Context: an optimization exercise on an open-source flow, tuned for small area, a short achievable clock period and few clock cycles. The choices shown serve that exercise and are no tape-out recipe. Only simulation tests tie the RTL to the original design; equivalence was not proved. Power is estimated from default activity; no workload was simulated.

--- flow/design.v ---
module crc8_step #(
    parameter [7:0] POLY = 8'h07
) (
    input  wire [7:0] crc_in,
    input  wire [7:0] data,
    output reg  [7:0] crc_out
);
    integer k;
    reg [7:0] x;
    always @* begin
        x = crc_in ^ data;
        for (k = 0; k < 8; k = k + 1)
            x = x[7] ? ((x << 1) ^ POLY) : (x << 1);
        crc_out = x;
    end
endmodule
module frame_rx #(
    parameter       QD       = 4,       
    parameter [7:0] CRC_POLY = 8'h07,
    parameter [7:0] CRC_INIT = 8'h00
) (
    input  wire        clk,
    input  wire        rst,
    input  wire        rx_valid,
    input  wire [7:0]  rx_data,
    output wire        rx_ready,
    output wire        msg_valid,
    input  wire        msg_ready,
    output wire [7:0]  msg_data,
    output wire        msg_first,
    output wire        msg_last,
    output wire        rx_idle,
    output reg  [31:0] cnt_msg,
    output reg  [31:0] cnt_cobs_err,
    output reg  [31:0] cnt_short,
    output reg  [31:0] cnt_crc_err,
    output reg  [31:0] cnt_acc_ovf
);
    reg       rdy;
    reg       s_v;
    reg [7:0] s_b;
    reg       s_z;
    wire      xfer = rx_valid & rdy;
    reg [6:0] enc;        
    reg [5:0] rl;         
    reg       doom;       
    reg [1:0] dsat;       
    reg [7:0] crc;
    reg [7:0] mem [0:63];
    reg [6:0] wp;         
    reg [6:0] fs;         
    reg [6:0] rp;         
    wire is_code = (rl == 6'd0);
    wire f_empty = (enc == 7'd0);
    wire f_full  = enc[6];                      
    wire judge   = s_v & s_z & !f_empty;
    wire ovf     = s_v & !s_z & f_full;
    wire acc     = s_v & !s_z & !f_full;
    wire prod    = acc & (!is_code | !f_empty);
    wire [7:0] x = is_code ? 8'h00 : s_b;
    wire [7:0] crc_next;
    crc8_step #(.POLY(CRC_POLY)) u_crc (.crc_in(crc), .data(x), .crc_out(crc_next));
    wire cobs_bad = doom | !is_code;
    wire short_f  = (dsat != 2'd3);
    wire crc_bad  = (crc != 8'h00);
    wire e_cobs   = judge & cobs_bad;
    wire e_short  = judge & !cobs_bad & short_f;
    wire e_crc    = judge & !cobs_bad & !short_f & crc_bad;
    wire commit   = judge & !cobs_bad & !short_f & !crc_bad;
    wire drop     = ovf | (judge & !commit);
    wire [6:0] wpm1 = wp - 7'd1;
    reg  [5:0] q [0:QD-1];
    reg  [2:0] qn;
    reg        ov, of, ol, nf;
    reg  [7:0] od;
    wire       can   = (qn != 3'd0);
    wire       ld    = can & (!ov | msg_ready);
    wire [5:0] rpn   = rp[5:0] + 6'd1;
    wire       lastb = (rpn == q[0]);
    wire       pop   = ld & lastb;
    wire [2:0] qidx  = qn - {2'b00, pop};
    wire [6:0] occ = wp - rp;
    wire       room = ({1'b0, occ} + {7'd0, prod} + {7'd0, xfer}) <= 8'd63;
    wire       qroom = ({1'b0, qn} + {3'd0, commit} + {3'd0, xfer & (rx_data == 8'h00)}) <= QD - 1;
    assign rx_ready  = rdy;
    assign msg_valid = ov;
    assign msg_data  = od;
    assign msg_first = of;
    assign msg_last  = ol;
    assign rx_idle   = !s_v & !can & !ov;
    integer i;
    always @(posedge clk) begin
        s_b <= rx_data;
        s_z <= (rx_data == 8'h00);
        if (prod)
            mem[wp[5:0]] <= x;
        if (ld) begin
            od <= mem[rp[5:0]];
            of <= nf;
            ol <= lastb;
        end
        for (i = 0; i < QD; i = i + 1) begin
            if (pop && i < QD - 1)
                q[i] <= q[(i < QD - 1) ? i + 1 : i];
            if (commit && qidx == i)
                q[i] <= wpm1[5:0];
        end
        if (rst) begin
            rdy  <= 1'b1;
            s_v  <= 1'b0;
            enc  <= 7'd0;
            rl   <= 6'd0;
            doom <= 1'b0;
            dsat <= 2'd0;
            crc  <= CRC_INIT;
            wp   <= 7'd0;
            fs   <= 7'd0;
            rp   <= 7'd0;
            qn   <= 3'd0;
            ov   <= 1'b0;
            nf   <= 1'b1;
            cnt_msg      <= 32'd0;
            cnt_cobs_err <= 32'd0;
            cnt_short    <= 32'd0;
            cnt_crc_err  <= 32'd0;
            cnt_acc_ovf  <= 32'd0;
        end else begin
            rdy <= room & qroom;
            s_v <= xfer;
            if (judge | ovf) begin
                enc  <= 7'd0;
                rl   <= 6'd0;
                doom <= 1'b0;
                dsat <= 2'd0;
                crc  <= CRC_INIT;
            end else if (acc) begin
                enc <= enc + 7'd1;
                if (is_code) begin
                    rl <= s_b[5:0] - 6'd1;
                    if (s_b[7] | (s_b[6] & (s_b[5:0] != 6'd0)))
                        doom <= 1'b1;
                end else begin
                    rl <= rl - 6'd1;
                end
                if (prod) begin
                    crc  <= crc_next;
                    dsat <= dsat + {1'b0, dsat != 2'd3};
                end
            end
            if (commit) begin
                wp <= wpm1;
                fs <= wpm1;
            end else if (drop) begin
                wp <= fs;
            end else if (prod) begin
                wp <= wp + 7'd1;
            end
            qn <= qn + {2'b00, commit} - {2'b00, pop};
            if (ld) begin
                ov <= 1'b1;
                nf <= lastb;
                rp <= rp + 7'd1;
            end else if (msg_ready) begin
                ov <= 1'b0;
            end
            if (commit)  cnt_msg      <= cnt_msg + 32'd1;
            if (e_cobs)  cnt_cobs_err <= cnt_cobs_err + 32'd1;
            if (e_short) cnt_short    <= cnt_short + 32'd1;
            if (e_crc)   cnt_crc_err  <= cnt_crc_err + 32'd1;
            if (ovf)     cnt_acc_ovf  <= cnt_acc_ovf + 32'd1;
        end
    end
endmodule
module frame_tx #(
    parameter       CD       = 2,       
    parameter [7:0] CRC_POLY = 8'h07,
    parameter [7:0] CRC_INIT = 8'h00
) (
    input  wire       clk,
    input  wire       rst,
    input  wire       tx_valid,
    input  wire [7:0] tx_data,
    input  wire       tx_last,
    output wire       tx_ready,
    output wire       wire_valid,
    input  wire       wire_ready,
    output wire [7:0] wire_data
);
    localparam [1:0] R_START = 2'd0, R_DATA = 2'd1, R_CODE = 2'd2, R_DELIM = 2'd3;
    reg       rdy;
    reg       s_v, s_l, s_z;
    reg [7:0] s_d;
    reg       nb;         
    wire      xfer = tx_valid & rdy;
    reg       fin1;       
    reg       fin2;       
    reg       fr;         
    reg [6:0] L;          
    reg [5:0] sl;         
    reg [7:0] crc;
    reg [7:0] mem [0:63];
    reg [6:0] wp;         
    reg [6:0] cp;         
    reg [6:0] rp;         
    wire [6:0] occ  = wp - rp;
    wire       full = occ[6];
    wire       f1go = fin1 & !full;
    wire [7:0] x    = fin1 ? crc : s_d;
    wire       xz   = fin1 ? (crc == 8'h00) : s_z;
    wire       step = s_v | f1go;               
    wire       cls  = (step & xz) | fin2;       
    wire [7:0] code = {fin2, L + 7'd1};
    wire       c0push = cls & fr;
    wire [7:0] crc_next;
    crc8_step #(.POLY(CRC_POLY)) u_crc (.crc_in(crc), .data(s_d), .crc_out(crc_next));
    reg  [7:0] c0 [0:CD-1];
    reg  [2:0] c0n;       
    reg  [2:0] c0r;       
    reg  [2:0] mc;        
    reg  [1:0] st;
    reg  [6:0] left;
    reg        lr;
    reg        wv;
    reg  [7:0] wd;
    wire       adv  = !wv | wire_ready;
    wire [7:0] mr   = mem[rp[5:0]];
    wire [7:0] cb   = (st == R_START) ? c0[0] : mr;
    wire       have = (st == R_START) ? (c0n != 3'd0) & (mc != 3'd0) :
                      (st == R_CODE)  ? (rp != cp) : 1'b1;
    wire       go   = adv & have;
    wire       pop  = go & (st == R_START);
    wire [2:0] cidx = c0n - {2'b00, pop};
    wire room  = ({1'b0, occ} + {7'd0, step} + {7'd0, xfer}) <= 8'd63;
    wire nb_n  = xfer ? tx_last : nb;
    wire croom = !nb_n || (c0r + {2'b00, xfer & nb}) < CD;
    assign tx_ready   = rdy;
    assign wire_valid = wv;
    assign wire_data  = wd;
    integer i;
    always @(posedge clk) begin
        s_d <= tx_data;
        s_l <= tx_last;
        s_z <= (tx_data == 8'h00);
        if (step & !xz)
            mem[wp[5:0]] <= x;
        else if (cls & !fr)
            mem[sl] <= code;
        for (i = 0; i < CD; i = i + 1) begin
            if (pop && i < CD - 1)
                c0[i] <= c0[(i < CD - 1) ? i + 1 : i];
            if (c0push && cidx == i)
                c0[i] <= code;
        end
        if (step & xz)
            sl <= wp[5:0];
        if (rst) begin
            rdy  <= 1'b1;
            s_v  <= 1'b0;
            nb   <= 1'b1;
            fin1 <= 1'b0;
            fin2 <= 1'b0;
            fr   <= 1'b1;
            L    <= 7'd0;
            crc  <= CRC_INIT;
            wp   <= 7'd0;
            cp   <= 7'd0;
            rp   <= 7'd0;
            c0n  <= 3'd0;
            c0r  <= 3'd0;
            mc   <= 3'd0;
            st   <= R_START;
            wv   <= 1'b0;
        end else begin
            rdy <= !(xfer & tx_last) & !(s_v & s_l) & !(fin1 & full) & room & croom;
            s_v <= xfer;
            nb  <= nb_n;
            if (s_v)
                crc <= crc_next;
            else if (f1go)
                crc <= CRC_INIT;
            fin1 <= (s_v & s_l) | (fin1 & full);
            fin2 <= f1go;
            if (step) begin
                wp <= wp + 7'd1;
                if (xz) begin
                    L  <= 7'd0;
                    fr <= 1'b0;
                    cp <= wp;
                end else begin
                    L <= L + 7'd1;
                end
            end
            if (fin2) begin
                L  <= 7'd0;
                fr <= 1'b1;
                cp <= wp;
            end
            c0n <= c0n + {2'b00, c0push} - {2'b00, pop};
            c0r <= c0r + {2'b00, xfer & nb} - {2'b00, pop};
            mc  <= mc + {2'b00, xfer & tx_last} - {2'b00, pop};
            if (adv)
                wv <= have;
            if (go) begin
                case (st)
                    R_START, R_CODE: begin
                        wd   <= {1'b0, cb[6:0]};
                        left <= cb[6:0] - 7'd1;
                        lr   <= cb[7];
                        if (st == R_CODE)
                            rp <= rp + 7'd1;
                        if (cb[6:0] == 7'd1)
                            st <= cb[7] ? R_DELIM : R_CODE;
                        else
                            st <= R_DATA;
                    end
                    R_DATA: begin
                        wd   <= mr;
                        rp   <= rp + 7'd1;
                        left <= left - 7'd1;
                        if (left == 7'd1)
                            st <= lr ? R_DELIM : R_CODE;
                    end
                    default: begin
                        wd <= 8'h00;
                        st <= R_START;
                    end
                endcase
            end
        end
    end
endmodule
module esp32_frame_link (
    input  wire        clk,
    input  wire        rst,
    input  wire        rx_valid,
    input  wire [7:0]  rx_data,
    output wire        rx_ready,
    output wire        msg_valid,
    input  wire        msg_ready,
    output wire [7:0]  msg_data,
    output wire        msg_first,
    output wire        msg_last,
    output wire        rx_idle,
    output wire [31:0] cnt_msg,
    output wire [31:0] cnt_cobs_err,
    output wire [31:0] cnt_short,
    output wire [31:0] cnt_crc_err,
    output wire [31:0] cnt_acc_ovf,
    input  wire        tx_valid,
    input  wire [7:0]  tx_data,
    input  wire        tx_last,
    output wire        tx_ready,
    output wire        wire_valid,
    input  wire        wire_ready,
    output wire [7:0]  wire_data
);
    frame_rx u_rx (
        .clk(clk), .rst(rst),
        .rx_valid(rx_valid), .rx_data(rx_data), .rx_ready(rx_ready),
        .msg_valid(msg_valid), .msg_ready(msg_ready), .msg_data(msg_data),
        .msg_first(msg_first), .msg_last(msg_last), .rx_idle(rx_idle),
        .cnt_msg(cnt_msg), .cnt_cobs_err(cnt_cobs_err), .cnt_short(cnt_short),
        .cnt_crc_err(cnt_crc_err), .cnt_acc_ovf(cnt_acc_ovf)
    );
    frame_tx u_tx (
        .clk(clk), .rst(rst),
        .tx_valid(tx_valid), .tx_data(tx_data), .tx_last(tx_last), .tx_ready(tx_ready),
        .wire_valid(wire_valid), .wire_ready(wire_ready), .wire_data(wire_data)
    );
endmodule
--- flow/run.sh ---
#!/bin/bash
# synth_recipe.tcl (not shown) runs the flow's synth.tcl, then flattens the netlist and writes it again
# the make line also repeats each setting of config.mk as NAME=value (left out here)
make -C /OpenROAD-flow-scripts/flow DESIGN_CONFIG=/design/flow/config.mk WORK_HOME=/design/flow/orfs CLKGATE_MAP_FILE= SYNTH_SCRIPT=/design/flow/synth_recipe.tcl finish
--- flow/config.mk ---
export PLATFORM = sky130hd
export DESIGN_NAME = esp32_frame_link
export DESIGN_NICKNAME = esp32_frame_link
export VERILOG_FILES = /design/flow/design.v
export SDC_FILE = /design/flow/constraint.sdc
export NUM_CORES = 4
export LEC_CHECK = 0
export CAP_MARGIN = 20
export CORE_MARGIN = 2
export CORE_UTILIZATION = 40
export SLEW_MARGIN = 20
--- flow/constraint.sdc ---
create_clock -name core_clock -period 10.0 [get_ports {clk}]
set_input_delay 2.0000 -clock core_clock [delete_from_list [all_inputs] [get_ports {clk}]]
set_output_delay 2.0000 -clock core_clock [all_outputs]
set_load 0.01 [all_outputs]
==> run notes <==
-- registers in the layout, indices dropped and copies added, names as in the netlist, 24 cells and up, named ones only --
register and cells:
u_rx.cnt_acc_ovf 32, u_rx.cnt_short 32, u_rx.cnt_crc_err 32, u_rx.cnt_cobs_err 32
u_rx.cnt_msg 32, u_tx.mem 512, u_rx.q 24, u_rx.mem 512
-- synthesized netlist by cell type, drive strengths merged (16+ instances only) --
master  number  area share, %
a21oi      116            1.0
edfxtp    1096             58
o21ai       85           0.75
nor4        16           0.20
mux2        21           0.42
nand4       39           0.46
a22oi       17           0.22
xor2       129            2.0
mux2i       64            1.1
or3         54           0.61
inv         80           0.53
dfxtp      291             10
buf         64           0.59
nor3       111           0.99
and3        39           0.43
nor2b       29           0.32
mux4       298             12
nor2       360            2.4
clkbuf     104           0.69
nand3      102           0.90
nand2      179            1.2
xnor2      120            1.8
ha          55            1.2
-- final cells by class --
type / instances / area, sq um / area share [%]
Multi-Input combinational cell: 1985 / 17500 / 26.5
Sequential cell: 1387 / 38800 / 58.7
Inverter: 81 / 305 / 0.462
Clock inverter: 68 / 643 / 0.974
Clock buffer: 191 / 4020 / 6.08
Timing Repair Buffer: 254 / 2480 / 3.75
Tap cell: 1890 / 2360 / 3.58
-- worst max path at each step --
stage / endpoint / slack (ns) / cells after the start
after CTS: u_tx.mem[14][4]$_DFFE_PP_ / 4.56 / 15
after global placement: u_tx.mem[30][0]$_DFFE_PP_ / 4.63 / 15
after global routing: u_tx.mem[22][3]$_DFFE_PP_ / 4.28 / 15
after floorplan: u_tx.mem[0][5]$_DFFE_PP_ / 4.59 / 16
after detailed placement: u_tx.mem[14][6]$_DFFE_PP_ / 4.59 / 15
final: u_tx.mem[38][6]$_DFFE_PP_ / 4.63 / 15
-- placed cells by master (no fill, tap or decap), drive strengths merged, types with 47 or more instances in the layout --
| cell type | Yosys | final |
|---|---|---|
| a21oi | 116 | 116 |
| buf | 64 | 47 |
| clkbuf | 104 | 194 |
| clkdlybuf4s50 | 0 | 204 |
| clkinv | 1 | 52 |
| dfxtp | 291 | 291 |
| edfxtp | 1096 | 1096 |
| ha | 55 | 55 |
| inv | 80 | 87 |
| mux2i | 64 | 64 |
| mux4 | 298 | 298 |
| nand2 | 179 | 179 |
| nand3 | 102 | 102 |
| nor2 | 360 | 360 |
| nor3 | 111 | 111 |
| o21ai | 85 | 85 |
| or3 | 54 | 54 |
| xnor2 | 120 | 120 |
| xor2 | 129 | 129 |
-- per-stage QoR --
stage / power, mW / area, sq um / instances / setup slack [ns] / hold slack (ns)
floorplan: 7.90 / 56900 / 3621 / 4.59 / 0.409
finish: 13.6 / 66000 / 5856 / 4.63 / 0.442
global route: 14.1 / 66000 / 5856 / 4.28 / 0.455
CTS: 13.7 / 65800 / 5850 / 4.56 / 0.436
global placement: 8.45 / 61100 / 5590 / 4.63 / 0.413
detailed placement: 8.47 / 61100 / 5591 / 4.59 / 0.426
-- power groups by stage --
stage	Combinational, mW	Sequential [mW]	Clock (mW)
6_report	1.64	6.70	5.29
5_1_grt	1.80	6.72	5.62
4_1_cts	1.66	6.70	5.39
3_5_place_dp	1.65	6.82	0
3_3_place_gp	1.63	6.82	0
2_1_floorplan	1.15	6.75	0
-- worst max-delay path, stage by stage, from the launching register on --
cell	delay, ns
dfxtp_1	0.36
inv_1	0.18
ha_1	0.18
inv_1	0.06
fa_1	0.39
a21o_1	0.17
a21oi_1	0.22
o21bai_1	0.09
a21oi_1	0.31
xor2_1	0.27
a21oi_1	0.10
buf_4	0.24
o211ai_4	0.17
buf_4	0.58
mux2_2	0.69
nor3_1	0.96
-- logic make-up after synthesis --
| kind of cell | count (synthesis) | synth area share, % |
|---|---|---|
| DFF | 1387 | 68.1 |
| buffers and inverters | 249 | 1.81 |
| AOI/OAI and AO/OA | 276 | 2.81 |
| adders and majority gates | 61 | 1.42 |
| muxes | 383 | 13.3 |
| xor gates and xnor gates | 249 | 3.84 |
| and+or+nand+nor | 1016 | 8.65 |
-- routing by layer --
metal	vias to the layer above	share of wire, %	GRT usage, %
li1	14320	-	-
met3	202	6.4	3.59
met5	-	0	0
met1	16128	42	25.8
met4	0	2.5	5.85
met2	1005	49	31.3
==> results_dict.tcl <==
set metrics [dict create \
    status "no timing/DRC/antenna violations" \
    gp_congestion 0.817 \
    cts-resized-gates 0 \
    setup_violations 0 \
    min_path_cells 0 \
    nFillCells 12226 \
    final_layout_size_suffix_gt1_share_pct 16.9 \
    period_share_pct 53.7 \
    synth_nets 3705 \
    power.density_mw_per_mm2 206 \
    grt_pass1_wl_mm 208 \
    hold_end "u_rx.of$_DFFE_PP_" \
    drt_iter0_drc 2796 \
    die_w_microns 381 \
    drtPass1Iterations 5 \
    grt_use_total_pct 19.1 \
    postCtsSetupBuffers 0 \
    clock_skew_ns 0.0368 \
    cts_root_buffer "clkbuf_16" \
    cts_hold_buf 0 \
    numCtsBuffers 146 \
    fin_crit_ns 5.37 \
    initial_core_util_pct 40.3 \
    clock_latency_ns 0.78 \
    n_antenna_cell 0 \
    p_seq_share_pct 49.1 \
    power.net_switching_mw 3.44 \
    grt_start_max_net_pins 98 \
    wl_mm 139 \
    setup_tns_ns 0 \
    synth_seq_area_share_pct 68.1 \
    rsz0062_at_grt "no" \
    grt_overflow 0 \
    ant_nets 0 \
    dominantRegCellSynth "edfxtp_1" \
    design.core.area_sq_mm 0.141 \
    vias 31655 \
    antenna_found_initial 0 \
    grt_pass1_vias 31402 \
    ctsLongestPathBuffers 3 \
    power_frac_comb_pct 12.1 \
    slew_viol_final 0 \
    synth.ff_latch_count 1387 \
    wl_per_cell_microns 23.8 \
    cp-startpoint "u_tx.wp[0]$_SDFFE_PP0P_" \
    area_growth_pct 16.2 \
    final_net_count 3939 \
    synthArstFlopShare_pct 0 \
    htree_levels 4 \
    hold_class "reg -> reg" \
    irDropWorstVdd_v 0.000144 \
    clockPowerShare_pct 38.8 \
    worstSetupPathType "reg -> reg" \
    fin_util_pct 46.8 \
    yosysUniqueCellTypes 69 \
    max_freq_mhz 186 \
    path_clk_slew_ns 0.06 \
    synth-edff-count 1096 \
    switching_share_pct 25.2 \
    min_from "u_rx.nf$_SDFFE_PP1P_" \
    syn_avg_cell_area_sq_um 15.7 \
    rr_endpoint "u_tx.mem[38][6]$_DFFE_PP_" \
    p_leak_nw 20.8 \
    reg2reg_depth 15 \
    internal-power_mw 10.2 \
    arrival_ns 5.76 \
    die_h_microns 381 \
    pin_count 206 \
    drv_cap 0 \
    start_kind "register" \
    tightestPinTransition_ns 1.16 \
    hpwlAfterDp_mm 88.1 \
    vias_per_cell 5.41 \
    io_buffers 205 \
    num_rows 138 \
    dieArea_sq_mm 0.145 \
    slew_headroom_pct 20.6 \
    post-route-drc-count 0 \
    finalHoldViolations 0 \
    synthCells 3621 \
    rr_startpoint "u_tx.wp[0]$_SDFFE_PP0P_" \
    cp-end-kind "register" \
    yosysWarnings 5 \
    critPathMaxFanout 32 \
    cts_tree "done" \
    cts.sinks 1387 \
    cp_data_required_time_ns 10.39 \
    syn_area_sq_mm 0.0569 \
    reg2reg_slack_ns 4.63 \
]
Testbench counts, summed over its fixed seeds: cycles 34,232.

-- what the ideal ports hide --
No port has a modelled driver above. Below, the same layout with a new extraction and two added sets of constraints.
Step 1 (the two cells are an assumption about what drives the block):
set clk [get_ports {clk}]
set_driving_cell -lib_cell sky130_fd_sc_hd__clkbuf_16 $clk
set_driving_cell -lib_cell sky130_fd_sc_hd__buf_2 [delete_from_list [all_inputs] $clk]
Step 2 also shifts input and output timing later by t, the mid clock arrival at the registers, as if the neighbouring blocks saw the same clock.
a / b / c = ideal ports / drivers / drivers and shift; a / b = the first two.
t, ns: 0.839
setup slack, ns: 4.630 / 4.630 / 4.630
worst slew at a driven data input, ns: 0.07
After both steps setup and hold are still met in this run. For this run, drivers alone change the setup slack by 0.000 ns; drivers and shift together by 0.000 ns.
